From an optimization exercise on the open Yosys and OpenROAD flow, aimed at small area; shortcuts taken in it are not production practice.
No functional check of the RTL was part of this run.
Power figures rest on the tool's default switching activity, not on a simulated workload.

$ cat flow/run.sh
#!/bin/bash
# synth_recipe.tcl (not shown) runs the flow's synth.tcl, then flattens the netlist and writes it again
# the make line also repeats each setting of config.mk as NAME=value (left out here)
make -C /OpenROAD-flow-scripts/flow DESIGN_CONFIG=/design/flow/config.mk WORK_HOME=/design/flow/orfs CLKGATE_MAP_FILE= SYNTH_SCRIPT=/design/flow/synth_recipe.tcl finish
$ cat flow/constraint.sdc
create_clock -name core_clock -period 10.0 [get_ports {clk}]
set_input_delay 2.0000 -clock core_clock [delete_from_list [all_inputs] [get_ports {clk}]]
set_output_delay 2.0000 -clock core_clock [all_outputs]
set_load 0.01 [all_outputs]
$ cat flow/design.v
module cwe_table (
    input  wire [4:0]  id,
    output reg  [31:0] rt0,         
    output reg  [31:0] rt1,         
    output reg  [31:0] wt0,         
    output reg  [31:0] wt1,         
    output reg  [31:0] value_max,
    output reg  [4:0]  value_shift,
    output reg         len8         
);
    always @(*) begin
        rt0         = 32'h0E000000 | {27'd0, id};
        rt1         = 32'h00000000;
        wt0         = 32'h0F000000;
        wt1         = 32'h00000000;
        value_max   = 32'h0000FFFF;
        value_shift = 5'd0;
        len8        = 1'b0;
        case (id)
            5'h03: begin
                rt0 = 32'h0A030000; wt0 = 32'h0B030000;
                value_max = 32'h00000FFF; value_shift = 5'd0;
            end
            5'h05: begin
                rt0 = 32'h0C050000; rt1 = 32'h0C060000;
                wt0 = 32'h0C850000; wt1 = 32'h0C860000;
                value_max = 32'd1000; value_shift = 5'd4; len8 = 1'b1;
            end
            5'h07: begin
                rt0 = 32'h0A070000; wt0 = 32'h0D070001;
                value_max = 32'd5; value_shift = 5'd13;
            end
            5'h10: begin
                rt0 = 32'h0A100000; wt0 = 32'h00000000;
                value_max = 32'd255; value_shift = 5'd0;
            end
            5'h11: begin
                rt0 = 32'h0A110000; wt0 = 32'h00000000;
                value_max = 32'hFFFFFFFF; value_shift = 5'd0;
            end
            default: ;
        endcase
    end
endmodule
module cwe_codec #(
    parameter TABLE_SIZE = 18
) (
    input  wire [31:0] reg_id,
    input  wire [31:0] value,
    input  wire        dir_write,    
    input  wire [31:0] wbuf0,        
    input  wire [31:0] wbuf1,
    output wire        valid_id,     
    output wire [31:0] enc_x0,       
    output wire [31:0] enc_x1,
    output wire        enc_len8,
    output wire [31:0] dec_value     
);
    wire [31:0] rt0, rt1, wt0, wt1, vmax;
    wire [4:0]  shift;
    wire        len8;
    assign valid_id = (reg_id < TABLE_SIZE);
    cwe_table u_table (
        .id(reg_id[4:0]), .rt0(rt0), .rt1(rt1), .wt0(wt0), .wt1(wt1),
        .value_max(vmax), .value_shift(shift), .len8(len8)
    );
    reg [31:0] mask;
    integer i;
    always @(*) begin
        mask = 32'd0;
        for (i = 0; i < 32; i = i + 1)
            if (vmax >= (32'd1 << i))
                mask[i] = 1'b1;
    end
    wire [31:0] field = (value & mask) << shift;
    wire [31:0] t0 = dir_write ? wt0 : rt0;
    wire [31:0] t1 = len8 ? (dir_write ? wt1 : rt1) : 32'd0;
    assign enc_len8 = len8;
    assign enc_x0   = (dir_write && !len8) ? (t0 | field) : t0;
    assign enc_x1   = (dir_write &&  len8) ? (t1 | field) : t1;
    wire [31:0] lane = len8 ? wbuf1 : wbuf0;
    assign dec_value = (lane >> shift) & mask;
endmodule
module cwe_core (
    input  wire        clk,
    input  wire        rst,             
    input  wire        req_valid,
    output wire        req_ready,
    input  wire [3:0]  req_op,
    input  wire        req_dir,         
    input  wire [31:0] req_a0,
    input  wire [31:0] req_a1,
    output reg         res_valid,
    output reg  [3:0]  res_status,
    output reg  [31:0] res_value,
    output reg  [31:0] res_x1,
    output reg         res_len8,
    output reg  [7:0]  res_terr,
    output reg         t_req_valid,
    output reg  [2:0]  t_req_kind,      
    output reg  [31:0] t_req_word,      
    output reg  [15:0] t_req_len,       
    input  wire        t_ack,
    input  wire        t_err,
    input  wire [7:0]  t_errcode,
    input  wire [31:0] t_rdata,         
    output reg         p_resume_req,    
    input  wire        p_done,
    input  wire        p_ok,
    output reg         p_release,       
    output reg         clk_enable,      
    input  wire        completion,
    input  wire        tick,
    input  wire [31:0] now,
    output reg  [31:0] last_resp,
    output reg  [31:0] last_ts,
    output reg         last_valid,
    output reg         cmode,           
    output reg  [2:0]  wstate
);
    localparam [15:0] OPC_WDB           = 16'h0A01;
    localparam [15:0] OPC_RDB           = 16'h0A02;
    localparam [31:0] SYNC_WORD         = 32'h0B000000;
    localparam [31:0] SYNC_INTR_WORD    = 32'h1B000001;
    localparam [31:0] STATUS_QUERY_WORD = 32'h0C000000;
    localparam [31:0] SMOOTH_MUTE_WORD  = 32'h0D000000;
    localparam [15:0] STATE_OK_A        = 16'h0001;
    localparam [15:0] STATE_OK_B        = 16'h0004;
    localparam [12:0] T_ACK_TIMEOUT     = 13'd5000;
    localparam [31:0] MAX_CHUNK         = 32'd1024;
    localparam [3:0]  T_INTERCHUNK      = 4'd10;
    localparam [3:0]  T_ACK_RETRY       = 4'd2;
    localparam [1:0]  ACK_MAX_ATTEMPTS  = 2'd3;
    localparam [4:0]  WAKE_BUDGET       = 5'd20;
    localparam [3:0]  T_CLK_STAB        = 4'd5;
    localparam [6:0]  T_WAKE_TIMEOUT    = 7'd100;
    localparam [3:0] ST_OK = 4'd0, ST_INVADDR = 4'd1, ST_TIMEOUT = 4'd2,
                     ST_PROTO = 4'd3, ST_ACKTO = 4'd4, ST_PWRFAIL = 4'd5,
                     ST_INVSIZE = 4'd6, ST_TRANSPORT = 4'd7, ST_UNSUPPORTED = 4'd8;
    localparam [2:0] K_SEND_PRI = 3'd0, K_SEND_HBW = 3'd1, K_HBW_WRITE = 3'd2,
                     K_HBW_READ = 3'd3, K_WAKE = 3'd4;
    localparam [2:0] W_ASLEEP = 3'd0, W_SIGNALING = 3'd1, W_AWAITING = 3'd2,
                     W_INTMODE = 3'd3, W_READY = 3'd4, W_FAILED = 3'd5;
    localparam [2:0] C_EXECUTE = 3'd0, C_REG = 3'd1, C_WBLK = 3'd2, C_RBLK = 3'd3,
                     C_WK_QUERY = 3'd4, C_WK_SYNCI = 3'd5, C_WK_SYNC = 3'd6, C_WK_MUTE = 3'd7;
    localparam [5:0]
        S_IDLE       = 6'd0,
        S_RESUME     = 6'd1,
        S_BODY       = 6'd2,
        S_ENC        = 6'd3,
        S_EX_START   = 6'd4,
        S_EX_SEND    = 6'd5,
        S_EX_WAIT    = 6'd6,
        S_EX_DONE    = 6'd7,
        S_WB_LOOP    = 6'd8,
        S_WB_DELAY   = 6'd9,
        S_WB_CMD     = 6'd10,
        S_WB_DATA    = 6'd11,
        S_WB_ACKRD   = 6'd12,
        S_WB_ACKCHK  = 6'd13,
        S_WB_ACKDLY  = 6'd14,
        S_BODY_END   = 6'd15,
        S_FINISH     = 6'd16,
        S_CODEC      = 6'd17,
        S_RB_CMD     = 6'd18,
        S_RB_SIZE    = 6'd19,
        S_RB_LOOP    = 6'd20,
        S_RB_READ    = 6'd21,
        S_RB_DRAIN   = 6'd22,
        S_WK_ATTEMPT = 6'd23,
        S_WK_CLKSTAB = 6'd24,
        S_WK_SIGNAL  = 6'd25,
        S_WK_WAKE    = 6'd26,
        S_WK_AWAIT   = 6'd27,
        S_WK_QUERY   = 6'd28,
        S_WK_FAIL    = 6'd29;
    reg [5:0] state;
    reg [3:0]  op;
    reg        dir;
    reg [31:0] a0, a1;
    reg [31:0] wbuf0, wbuf1;
    reg        msglen8;
    reg        lane;            
    reg [31:0] resp;
    reg [2:0]  caller;          
    reg        exec_sr;         
    reg        exec_mode;       
    reg [31:0] exec_word;
    reg        exec_hbw;        
    reg        pend, cseen;
    reg [12:0] tmr;
    reg [3:0]  dcnt;
    reg        pvote;
    reg [31:0] reqlen, rem, moved;
    reg [15:0] chunk;
    reg        first;
    reg [31:0] ackw;
    reg [1:0]  ackcnt;
    reg [15:0] dsz;
    reg [31:0] xfer;
    reg [1:0]  extra;
    reg [4:0]  att;
    reg [3:0]  lasterr;
    reg [7:0]  lasterr_terr;
    wire        c_valid;
    wire [31:0] c_x0, c_x1, c_dec;
    wire        c_len8;
    wire        c_dir_write = (op[2:0] == 3'd6) ? dir : (op[2:0] == 3'd2);
    cwe_codec u_codec (
        .reg_id(a0), .value(a1), .dir_write(c_dir_write),
        .wbuf0(wbuf0), .wbuf1(wbuf1),
        .valid_id(c_valid), .enc_x0(c_x0), .enc_x1(c_x1), .enc_len8(c_len8),
        .dec_value(c_dec)
    );
    assign req_ready = (state == S_IDLE);
    wire [31:0] ack_word = {t_rdata[7:0], t_rdata[15:8], t_rdata[23:16], t_rdata[31:24]};
    wire [31:0] next_chunk = (rem < MAX_CHUNK) ? rem : MAX_CHUNK;
    wire [31:0] rb_left    = xfer - moved;
    wire [31:0] rb_n       = (rb_left < 32'd4) ? rb_left : 32'd4;
    wire in_attempt = (caller == C_WK_QUERY) || (caller == C_WK_SYNCI) || (caller == C_WK_SYNC);
    always @(posedge clk) begin
        if (rst) begin
            state        <= S_IDLE;
            res_valid    <= 1'b0;
            t_req_valid  <= 1'b0;
            p_resume_req <= 1'b0;
            p_release    <= 1'b0;
            clk_enable   <= 1'b0;
            pend         <= 1'b0;
            cseen        <= 1'b0;
            tmr          <= 13'd0;
            pvote        <= 1'b0;
            last_valid   <= 1'b0;
            cmode        <= 1'b0;
            wstate       <= W_ASLEEP;
            att          <= 5'd0;
        end else begin
            res_valid  <= 1'b0;
            p_release  <= 1'b0;
            clk_enable <= 1'b0;
            if (pend && completion)
                cseen <= 1'b1;
            case (state)
            S_IDLE: begin
                if (req_valid) begin
                    op  <= req_op;
                    dir <= req_dir;
                    a0  <= req_a0;
                    a1  <= req_a1;
                    res_status <= ST_OK;
                    if (req_op == 4'h6 || req_op == 4'h7)
                        state <= S_CODEC;
                    else if (req_op == 4'hE || req_op == 4'hF) begin
                        res_status <= ST_UNSUPPORTED;
                        state <= S_FINISH;
                    end else if (req_op[3])
                        state <= S_RESUME;
                    else
                        state <= S_BODY;
                end
            end
            S_RESUME: begin
                p_resume_req <= 1'b1;
                if (p_resume_req && p_done) begin
                    p_resume_req <= 1'b0;
                    if (p_ok) begin
                        pvote <= 1'b1;
                        state <= S_BODY;
                    end else begin
                        res_status <= ST_PWRFAIL;
                        state <= S_FINISH;
                    end
                end
            end
            S_BODY_END: begin
                if (pvote) begin
                    p_release <= 1'b1;
                    pvote     <= 1'b0;
                end
                state <= S_FINISH;
            end
            S_FINISH: begin
                res_valid <= 1'b1;
                state     <= S_IDLE;
            end
            S_BODY: begin
                case (op[2:0])
                3'd0: begin
                    exec_word <= a0;
                    exec_hbw  <= 1'b0;
                    caller    <= C_EXECUTE;
                    state     <= S_EX_START;
                end
                3'd1, 3'd2: state <= S_ENC;
                3'd3: begin
                    reqlen <= a1;
                    rem    <= a1;
                    moved  <= 32'd0;
                    first  <= 1'b1;
                    state  <= S_WB_LOOP;
                end
                3'd4: begin
                    reqlen <= a1;
                    moved  <= 32'd0;
                    state  <= S_RB_CMD;
                end
                default: begin
                    att   <= 5'd0;
                    state <= S_WK_ATTEMPT;
                end
                endcase
            end
            S_ENC: begin
                if (!c_valid) begin
                    res_status <= ST_INVADDR;
                    state      <= S_BODY_END;
                end else begin
                    wbuf0     <= c_x0;
                    wbuf1     <= c_x1;
                    msglen8   <= c_len8;
                    lane      <= 1'b0;
                    exec_word <= c_x0;
                    exec_hbw  <= 1'b0;
                    caller    <= C_REG;
                    state     <= S_EX_START;
                end
            end
            S_CODEC: begin
                if (!c_valid) begin
                    res_status <= ST_INVADDR;
                end else if (op[0] == 1'b0) begin
                    wbuf0     <= c_x0;
                    wbuf1     <= c_x1;
                    msglen8   <= c_len8;
                    res_value <= c_x0;
                    res_x1    <= c_x1;
                    res_len8  <= c_len8;
                end else begin
                    res_value <= c_dec;
                end
                state <= S_FINISH;
            end
            S_EX_START: begin
                exec_sr   <= exec_word[28];
                exec_mode <= cmode;
                if (cmode && !exec_word[28]) begin
                    pend  <= 1'b1;
                    cseen <= 1'b0;
                end
                t_req_valid <= 1'b1;
                t_req_kind  <= exec_hbw ? K_SEND_HBW : K_SEND_PRI;
                t_req_word  <= exec_word;
                t_req_len   <= 16'd0;
                state       <= S_EX_SEND;
            end
            S_EX_SEND: begin
                if (t_ack) begin
                    t_req_valid <= 1'b0;
                    if (t_err) begin
                        pend  <= 1'b0;
                        cseen <= 1'b0;
                        if (in_attempt) begin
                            lasterr      <= ST_TRANSPORT;
                            lasterr_terr <= t_errcode;
                            state        <= S_WK_FAIL;
                        end else begin
                            res_status <= ST_TRANSPORT;
                            res_terr   <= t_errcode;
                            if (caller == C_WK_MUTE)
                                wstate <= W_FAILED;
                            state      <= S_BODY_END;
                        end
                    end else if (exec_sr) begin
                        state <= S_EX_DONE;
                    end else if (!exec_mode) begin
                        resp       <= t_rdata;
                        last_resp  <= t_rdata;
                        last_ts    <= now;
                        last_valid <= 1'b1;
                        state      <= S_EX_DONE;
                    end else begin
                        resp  <= t_rdata;
                        tmr   <= T_ACK_TIMEOUT;
                        state <= S_EX_WAIT;
                    end
                end
            end
            S_EX_WAIT: begin
                if (cseen || completion) begin
                    pend       <= 1'b0;
                    cseen      <= 1'b0;
                    tmr        <= 13'd0;
                    last_resp  <= resp;
                    last_ts    <= now;
                    last_valid <= 1'b1;
                    state      <= S_EX_DONE;
                end else if (tmr == 13'd0) begin
                    pend  <= 1'b0;
                    cseen <= 1'b0;
                    if (in_attempt) begin
                        lasterr <= ST_TIMEOUT;
                        state   <= S_WK_FAIL;
                    end else begin
                        res_status <= ST_TIMEOUT;
                        if (caller == C_WK_MUTE)
                            wstate <= W_FAILED;
                        state      <= S_BODY_END;
                    end
                end else if (tick) begin
                    tmr <= tmr - 13'd1;
                end
            end
            S_EX_DONE: begin
                case (caller)
                C_EXECUTE: begin
                    res_value <= resp;
                    state     <= S_BODY_END;
                end
                C_REG: begin
                    if (!lane && msglen8) begin
                        lane      <= 1'b1;
                        exec_word <= wbuf1;
                        state     <= S_EX_START;
                    end else begin
                        res_value <= {16'd0, last_resp[15:0]};
                        state     <= S_BODY_END;
                    end
                end
                C_WBLK: begin
                    if (resp[31:16] != OPC_WDB) begin
                        res_status <= ST_PROTO;
                        state      <= S_BODY_END;
                    end else begin
                        t_req_valid <= 1'b1;
                        t_req_kind  <= K_HBW_WRITE;
                        t_req_word  <= moved;
                        t_req_len   <= chunk;
                        state       <= S_WB_DATA;
                    end
                end
                C_RBLK: begin
                    if (resp[31:16] != OPC_RDB) begin
                        res_status <= ST_PROTO;
                        state      <= S_BODY_END;
                    end else begin
                        dsz   <= resp[15:0];
                        state <= S_RB_SIZE;
                    end
                end
                C_WK_QUERY: begin
                    if (resp[15:0] != STATE_OK_A && resp[15:0] != STATE_OK_B) begin
                        lasterr <= ST_PROTO;
                        state   <= S_WK_FAIL;
                    end else begin
                        exec_word <= SYNC_INTR_WORD;
                        exec_hbw  <= 1'b0;
                        caller    <= C_WK_SYNCI;
                        state     <= S_EX_START;
                    end
                end
                C_WK_SYNCI: begin
                    cmode     <= 1'b1;
                    wstate    <= W_INTMODE;
                    exec_word <= SYNC_WORD;
                    caller    <= C_WK_SYNC;
                    state     <= S_EX_START;
                end
                C_WK_SYNC: begin
                    if (resp != SYNC_WORD) begin
                        lasterr <= ST_PROTO;
                        state   <= S_WK_FAIL;
                    end else begin
                        wstate    <= W_READY;
                        exec_word <= SMOOTH_MUTE_WORD;
                        caller    <= C_WK_MUTE;
                        state     <= S_EX_START;
                    end
                end
                default: begin
                    state <= S_BODY_END;
                end
                endcase
            end
            S_WB_LOOP: begin
                if (rem == 32'd0) begin
                    res_value <= moved;
                    state     <= S_BODY_END;
                end else if (!first) begin
                    dcnt  <= T_INTERCHUNK;
                    state <= S_WB_DELAY;
                end else begin
                    state <= S_WB_CMD;
                end
            end
            S_WB_DELAY: begin
                if (dcnt == 4'd0)
                    state <= S_WB_CMD;
                else if (tick)
                    dcnt <= dcnt - 4'd1;
            end
            S_WB_CMD: begin
                first     <= 1'b0;
                chunk     <= next_chunk[15:0];
                exec_word <= {OPC_WDB, next_chunk[15:0]};
                exec_hbw  <= 1'b1;
                caller    <= C_WBLK;
                state     <= S_EX_START;
            end
            S_WB_DATA: begin
                if (t_ack) begin
                    t_req_valid <= 1'b0;
                    if (t_err) begin
                        res_status <= ST_TRANSPORT;
                        res_terr   <= t_errcode;
                        state      <= S_BODY_END;
                    end else begin
                        ackcnt      <= 2'd0;
                        t_req_valid <= 1'b1;
                        t_req_kind  <= K_HBW_READ;
                        t_req_word  <= 32'hFFFFFFFF;
                        t_req_len   <= 16'd4;
                        state       <= S_WB_ACKRD;
                    end
                end
            end
            S_WB_ACKRD: begin
                if (t_ack) begin
                    t_req_valid <= 1'b0;
                    if (t_err) begin
                        res_status <= ST_TRANSPORT;
                        res_terr   <= t_errcode;
                        state      <= S_BODY_END;
                    end else begin
                        ackw   <= ack_word;
                        ackcnt <= ackcnt + 2'd1;
                        state  <= S_WB_ACKCHK;
                    end
                end
            end
            S_WB_ACKCHK: begin
                if (ackw == {OPC_WDB, 16'd0}) begin
                    moved <= moved + {16'd0, chunk};
                    rem   <= rem - {16'd0, chunk};
                    state <= S_WB_LOOP;
                end else if (ackcnt == ACK_MAX_ATTEMPTS) begin
                    res_status <= ST_ACKTO;
                    state      <= S_BODY_END;
                end else begin
                    dcnt  <= T_ACK_RETRY;
                    state <= S_WB_ACKDLY;
                end
            end
            S_WB_ACKDLY: begin
                if (dcnt == 4'd0) begin
                    t_req_valid <= 1'b1;
                    t_req_kind  <= K_HBW_READ;
                    t_req_word  <= 32'hFFFFFFFF;
                    t_req_len   <= 16'd4;
                    state       <= S_WB_ACKRD;
                end else if (tick) begin
                    dcnt <= dcnt - 4'd1;
                end
            end
            S_RB_CMD: begin
                exec_word <= {OPC_RDB, a0[15:0]};
                exec_hbw  <= 1'b1;
                caller    <= C_RBLK;
                state     <= S_EX_START;
            end
            S_RB_SIZE: begin
                if (dsz == 16'd0 || dsz[1:0] != 2'd0) begin
                    res_status <= ST_INVSIZE;
                    state      <= S_BODY_END;
                end else begin
                    if (reqlen < {16'd0, dsz}) begin
                        xfer  <= reqlen;
                        extra <= dsz[1:0] - reqlen[1:0];
                    end else begin
                        xfer  <= {16'd0, dsz};
                        extra <= 2'd0;
                    end
                    state <= S_RB_LOOP;
                end
            end
            S_RB_LOOP: begin
                if (moved != xfer) begin
                    t_req_valid <= 1'b1;
                    t_req_kind  <= K_HBW_READ;
                    t_req_word  <= moved;
                    t_req_len   <= rb_n[15:0];
                    state       <= S_RB_READ;
                end else if (extra != 2'd0) begin
                    t_req_valid <= 1'b1;
                    t_req_kind  <= K_HBW_READ;
                    t_req_word  <= 32'hFFFFFFFF;
                    t_req_len   <= {14'd0, extra};
                    state       <= S_RB_DRAIN;
                end else begin
                    res_value <= moved;
                    state     <= S_BODY_END;
                end
            end
            S_RB_READ: begin
                if (t_ack) begin
                    t_req_valid <= 1'b0;
                    if (t_err) begin
                        res_status <= ST_TRANSPORT;
                        res_terr   <= t_errcode;
                        state      <= S_BODY_END;
                    end else begin
                        moved <= moved + {16'd0, t_req_len};
                        state <= S_RB_LOOP;
                    end
                end
            end
            S_RB_DRAIN: begin
                if (t_ack) begin
                    t_req_valid <= 1'b0;
                    if (t_err) begin
                        res_status <= ST_TRANSPORT;
                        res_terr   <= t_errcode;
                    end else begin
                        res_value <= moved;
                    end
                    state <= S_BODY_END;
                end
            end
            S_WK_ATTEMPT: begin
                att        <= att + 5'd1;
                wstate     <= W_ASLEEP;
                clk_enable <= 1'b1;
                dcnt       <= T_CLK_STAB;
                state      <= S_WK_CLKSTAB;
            end
            S_WK_CLKSTAB: begin
                if (dcnt == 4'd0)
                    state <= S_WK_SIGNAL;
                else if (tick)
                    dcnt <= dcnt - 4'd1;
            end
            S_WK_SIGNAL: begin
                wstate      <= W_SIGNALING;
                pend        <= 1'b1;
                cseen       <= 1'b0;
                t_req_valid <= 1'b1;
                t_req_kind  <= K_WAKE;
                t_req_word  <= 32'd0;
                t_req_len   <= 16'd0;
                state       <= S_WK_WAKE;
            end
            S_WK_WAKE: begin
                if (t_ack) begin
                    t_req_valid <= 1'b0;
                    if (t_err) begin
                        pend         <= 1'b0;
                        cseen        <= 1'b0;
                        lasterr      <= ST_TRANSPORT;
                        lasterr_terr <= t_errcode;
                        state        <= S_WK_FAIL;
                    end else begin
                        wstate <= W_AWAITING;
                        tmr    <= {6'd0, T_WAKE_TIMEOUT};
                        state  <= S_WK_AWAIT;
                    end
                end
            end
            S_WK_AWAIT: begin
                if (cseen || completion) begin
                    pend  <= 1'b0;
                    cseen <= 1'b0;
                    tmr   <= 13'd0;
                    state <= S_WK_QUERY;
                end else if (tmr == 13'd0) begin
                    pend    <= 1'b0;
                    cseen   <= 1'b0;
                    lasterr <= ST_TIMEOUT;
                    state   <= S_WK_FAIL;
                end else if (tick) begin
                    tmr <= tmr - 13'd1;
                end
            end
            S_WK_QUERY: begin
                exec_word <= STATUS_QUERY_WORD;
                exec_hbw  <= 1'b0;
                caller    <= C_WK_QUERY;
                state     <= S_EX_START;
            end
            S_WK_FAIL: begin
                cmode <= 1'b0;
                if (att == WAKE_BUDGET) begin
                    wstate     <= W_FAILED;
                    res_status <= lasterr;
                    res_terr   <= lasterr_terr;
                    state      <= S_BODY_END;
                end else begin
                    state <= S_WK_ATTEMPT;
                end
            end
            default: state <= S_IDLE;
            endcase
        end
    end
endmodule
$ cat flow/config.mk
export PLATFORM = sky130hd
export DESIGN_NAME = cwe_core
export DESIGN_NICKNAME = cwe_core
export VERILOG_FILES = /design/flow/design.v
export SDC_FILE = /design/flow/constraint.sdc
export NUM_CORES = 4
export LEC_CHECK = 0
export CAP_MARGIN = 20
export CORE_MARGIN = 2
export CORE_UTILIZATION = 40
export SLEW_MARGIN = 20
==> implementation parameters <==
Parameter                              Value

Global routing
  Total global-route track usage    0.282
  Wire length of the first global-routing pass    167000 um
  Maximum number of pins on one net before global-route repair    69
  Number of antenna violations at the first check in global routing    2
  Via count of the first global-routing pass    24100
  GRT overflow    0

Clocking
  Hold Buf Count CTS    0
  Later-pin clock latency in the skew report    640 ps
  H-tree levels    3
  Post-CTS setup buffer count    0
  Clock buffer count from CTS    72
  Clk buf depth    3
  CTS clock-pin slew for the worst setup and hold paths    60 ps
  Clock tree from TritonCTS    yes
  Master cell of the clock root buffer    sky130_fd_sc_hd__clkbuf_16
  Clk sinks    635
  Total of cells resized after clock tree synthesis    0

Hold path
  Worst hold path cell count    2
  Worst min-delay path endpoint    wstate[0]
  Beginning of the worst hold path    wstate[0]
  Worst hold-check path type    register to register

Worst setup path
  Kind of end point of the critical path    register
  Delay of the slowest cell on the worst path    770 ps
  Endpoint required time on the critical path    10360 ps
  Cell depth of the worst setup path    18
  Endpoint of the worst register-to-register path    moved[30]
  Top Family by Delay on Critical Path    compound AO/OA/AOI/OAI gates
  Combined buffer and inverter count along the critical path    2
  Slowest-stage cell, CP    sky130_fd_sc_hd__nor2_1
  First element of the critical path    state[2]
  Number of cell instances on the worst register-to-register path    18
  Start of the worst register-to-register path    state[2]
  Slack of the worst reg-to-reg path    4680 ps
  Startpoint type of the worst setup path    register
  Arrival time of data at the critical path endpoint    5680 ps
  Classification of the worst setup path    register to register
  Critical path, cell by cell    inv_1 > nor2_1 > nand2_1 > nor2_2 > buf_4 > mux2_2 > ha_1 > fa_1 > a21o_1 > a21oi_1 > o21ai_0 > a41oi_1 > a211o_1 > o21ai_0 > a21bo_2 > nand4_1 > xnor2_1 > nor2_1
  Biggest fanout along the worst timing path    34

Finish
  Synthesis-to-finish area growth    23.8%
  Total of fill cells in the finished design    6983
  Most common library cell in the layout ignoring fill and taps    sky130_fd_sc_hd__edfxtp_1
  Most used cells in the layout excluding fill and tap cells    sky130_fd_sc_hd__edfxtp_1, sky130_fd_sc_hd__clkdlybuf4s50_1, sky130_fd_sc_hd__nand2_1
  Number of antenna diodes    0
  Combined flip-flop and latch cell area    18700 um2
  Post-layout nets    3406
  Number of non-filler instances in the completed layout    4263
  Multi-input combinational cell area    11900 um2
  Post-route core utilization    0.500
  Layout cells sized above 1    0.0838

Job
  Maximum Capacitance Violations    0

Timing
  Hold violation count in the final report    0
  Max-Slew Margin vs Limit    0.246
  Transition at the pin with the smallest max-transition slack    1130 ps
  Hold_ws    457 ps
  Maximum frequency from static timing analysis    188 MHz
  Unrepaired setup endpoints after global routing    false
  Final slew viol count    0
  Clk_skew    32.1 ps
  Number of endpoints failing setup at the final stage    0
  Period utilisation layout    0.532
  Final critical-path required period    5320 ps
  Post-route setup TNS    0 ps

Synthesis
  Share of flip-flops with an asynchronous set or reset    0
  EDFF count, synth    599
  Sequential share of the synthesized area    0.599
  Number of different library cells in the post-synthesis netlist    83
  Synthesized flop and latch total    635
  Number of synthesis warnings    3
  Average cell area after synthesis    11.3 um2
  Total standard cell area after synthesis    31200 um2
  Most used DFF post-synth    sky130_fd_sc_hd__edfxtp_1
  Instance count of the mapped netlist    2766

Pwr
  Leakage power figure    13.6 nW
  Total design power    7.79 mW
  Maximum vdd ir drop    128 uV
  Power density over cell area    201 nW/um2

Status
  Run status    finished clean

Die
  Placeable core area    77300 um2
  Initial cell density of the core    0.404
  Area of the die    80400 um2
  I/O pin total    353
  Height of the chip    283 um
  Cell row count    102
  Die X-Extent    283 um

Route
  Total number of vias    24800
  Number of remaining DRC errors    0
  Final Routed Wirelength    116000 um
  Starting DRC count in detailed routing    3249
  WL per Instance    27.3 um
  Ratio of routed vias to standard cells    5.83
  First-pass DRT Iterations    9
  Final antenna-violating net count    0

Placed design
  PortBufs    352
  Post-DP HPWL    87500 um
  Total placed cells including tap cells    4131
  Final GP Congestion    0.960
-- worst reg2reg max path, delay by kind of cell (launching register included) --
family | cells | cell delay (ps)
xor gates and xnor gates | 1 | 130
buffers and inverters | 2 | 550
muxes | 1 | 400
AOI/OAI and AO/OA | 7 | 1600
adders and majority gates | 2 | 640
and+or+nand+nor | 5 | 1420
DFF | 1 | 320
-- routing by layer --
metal,wire length (um),track usage,vias to the layer above
li1,-,-,11100
met2,52600,0.436,1264
met4,4530,0.101,2
met3,10200,0.0586,216
met5,11,0,-
met1,48900,0.394,12200
-- how the worst max path moves through the flow --
stage	slack (ps)	to
after global placement	4730	tmr[12]
after global routing	4280	moved[31]
after detailed placement	4670	tmr[12]
final	4680	moved[30]
after floorplan	1690	res_value[0]
after CTS	4720	moved[30]
-- registers in the layout, summed over array words and instances (netlist names), 13 cells and up --
| register | count |
|---|---|
| exec_word | 32 |
| res_value | 32 |
| wbuf1 | 28 |
| wbuf0 | 32 |
| a1 | 32 |
| resp | 32 |
| a0 | 32 |
| reqlen | 32 |
| moved | 32 |
| t_req_word | 32 |
| xfer | 32 |
| ackw | 32 |
| tmr | 13 |
| chunk | 16 |
| last_ts | 32 |
| last_resp | 32 |
| dsz | 16 |
| t_req_len | 16 |
| rem | 32 |
| res_x1 | 28 |
-- final cells by class --
cell class,count,share of cell area
timing repair buffer,398,0.100
clock inverter,50,0.0162
sequential,635,0.484
inverter,113,0.0110
multi-input combinational,1946,0.308
tap,1040,0.0336
clock buffer,81,0.0474
-- Yosys cell counts (50+ instances only) --
cell type	n	area (um2)
sky130_fd_sc_hd__mux2_2	58	653
sky130_fd_sc_hd__inv_1	112	420
sky130_fd_sc_hd__nand2_1	293	1100
sky130_fd_sc_hd__o21ai_0	190	951
sky130_fd_sc_hd__nand3_1	52	260
sky130_fd_sc_hd__a21oi_1	178	891
sky130_fd_sc_hd__ha_1	87	1090
sky130_fd_sc_hd__nor3_1	72	360
sky130_fd_sc_hd__nor2_1	278	1040
sky130_fd_sc_hd__edfxtp_1	599	18000
sky130_fd_sc_hd__xnor2_1	50	438
sky130_fd_sc_hd__clkbuf_1	110	413
-- per-stage QoR --
stage	instance area, um2	setup slack (ps)
2_1_floorplan	31400	1690
3_3_place_gp	36200	4730
3_5_place_dp	36200	4670
4_1_cts	38700	4720
5_1_grt	38700	4280
6_report	38700	4680
-- kinds of logic (layout without fill, tap and decap cells) --
family	Yosys count	after routing	synth area share
adder cells (fa/ha/maj)	91	91	0.0371
buffers and inverters	239	642	0.0294
XOR/XNOR	75	75	0.0210
AO/OA/AOI/OAI	670	670	0.137
multiplexers	90	90	0.0312
AND/OR/NAND/NOR	965	965	0.146
flip-flops	635	635	0.599
other	1	55	0.000120
-- power by group --
part	leakage [nW]	internal, mW	switching, mW
logic	6.57	0.552	1.17
clock network	1.18	1.61	1.15
registers	5.83	3.17	0.146
total	13.6	5.33	2.46

-- separate check: timing with driven ports --
In the flow no input, the clock included, has a driving cell. The finished layout below was timed again as built, in two steps. Step 1 sets driving cells, clkbuf_16 on the clock port and buf_2 on the other inputs (assumed; they add their load-dependent delay and slew). Step 2 adds t to the input delays and takes it off the output delays; t is the mean of the earliest and latest rising clock arrival at the registers after step 1. Input paths then give back, and output paths get back, about the clock's delay inside the block. a / b / c = ideal / step 1 / step 2; a / b = the first two.
shift t [ns]: 0.690
setup slack, ns: 4.684 / 4.684 / 4.513
hold WS [ns]: 0.457 / 0.457 / 0.457
worst setup path after step 2: input to register
pins driven straight from the clock port: 1
After both steps setup and hold are still met in this run. The setup slack of this run moves by 0.000 ns with the drivers and by -0.171 ns with both steps.
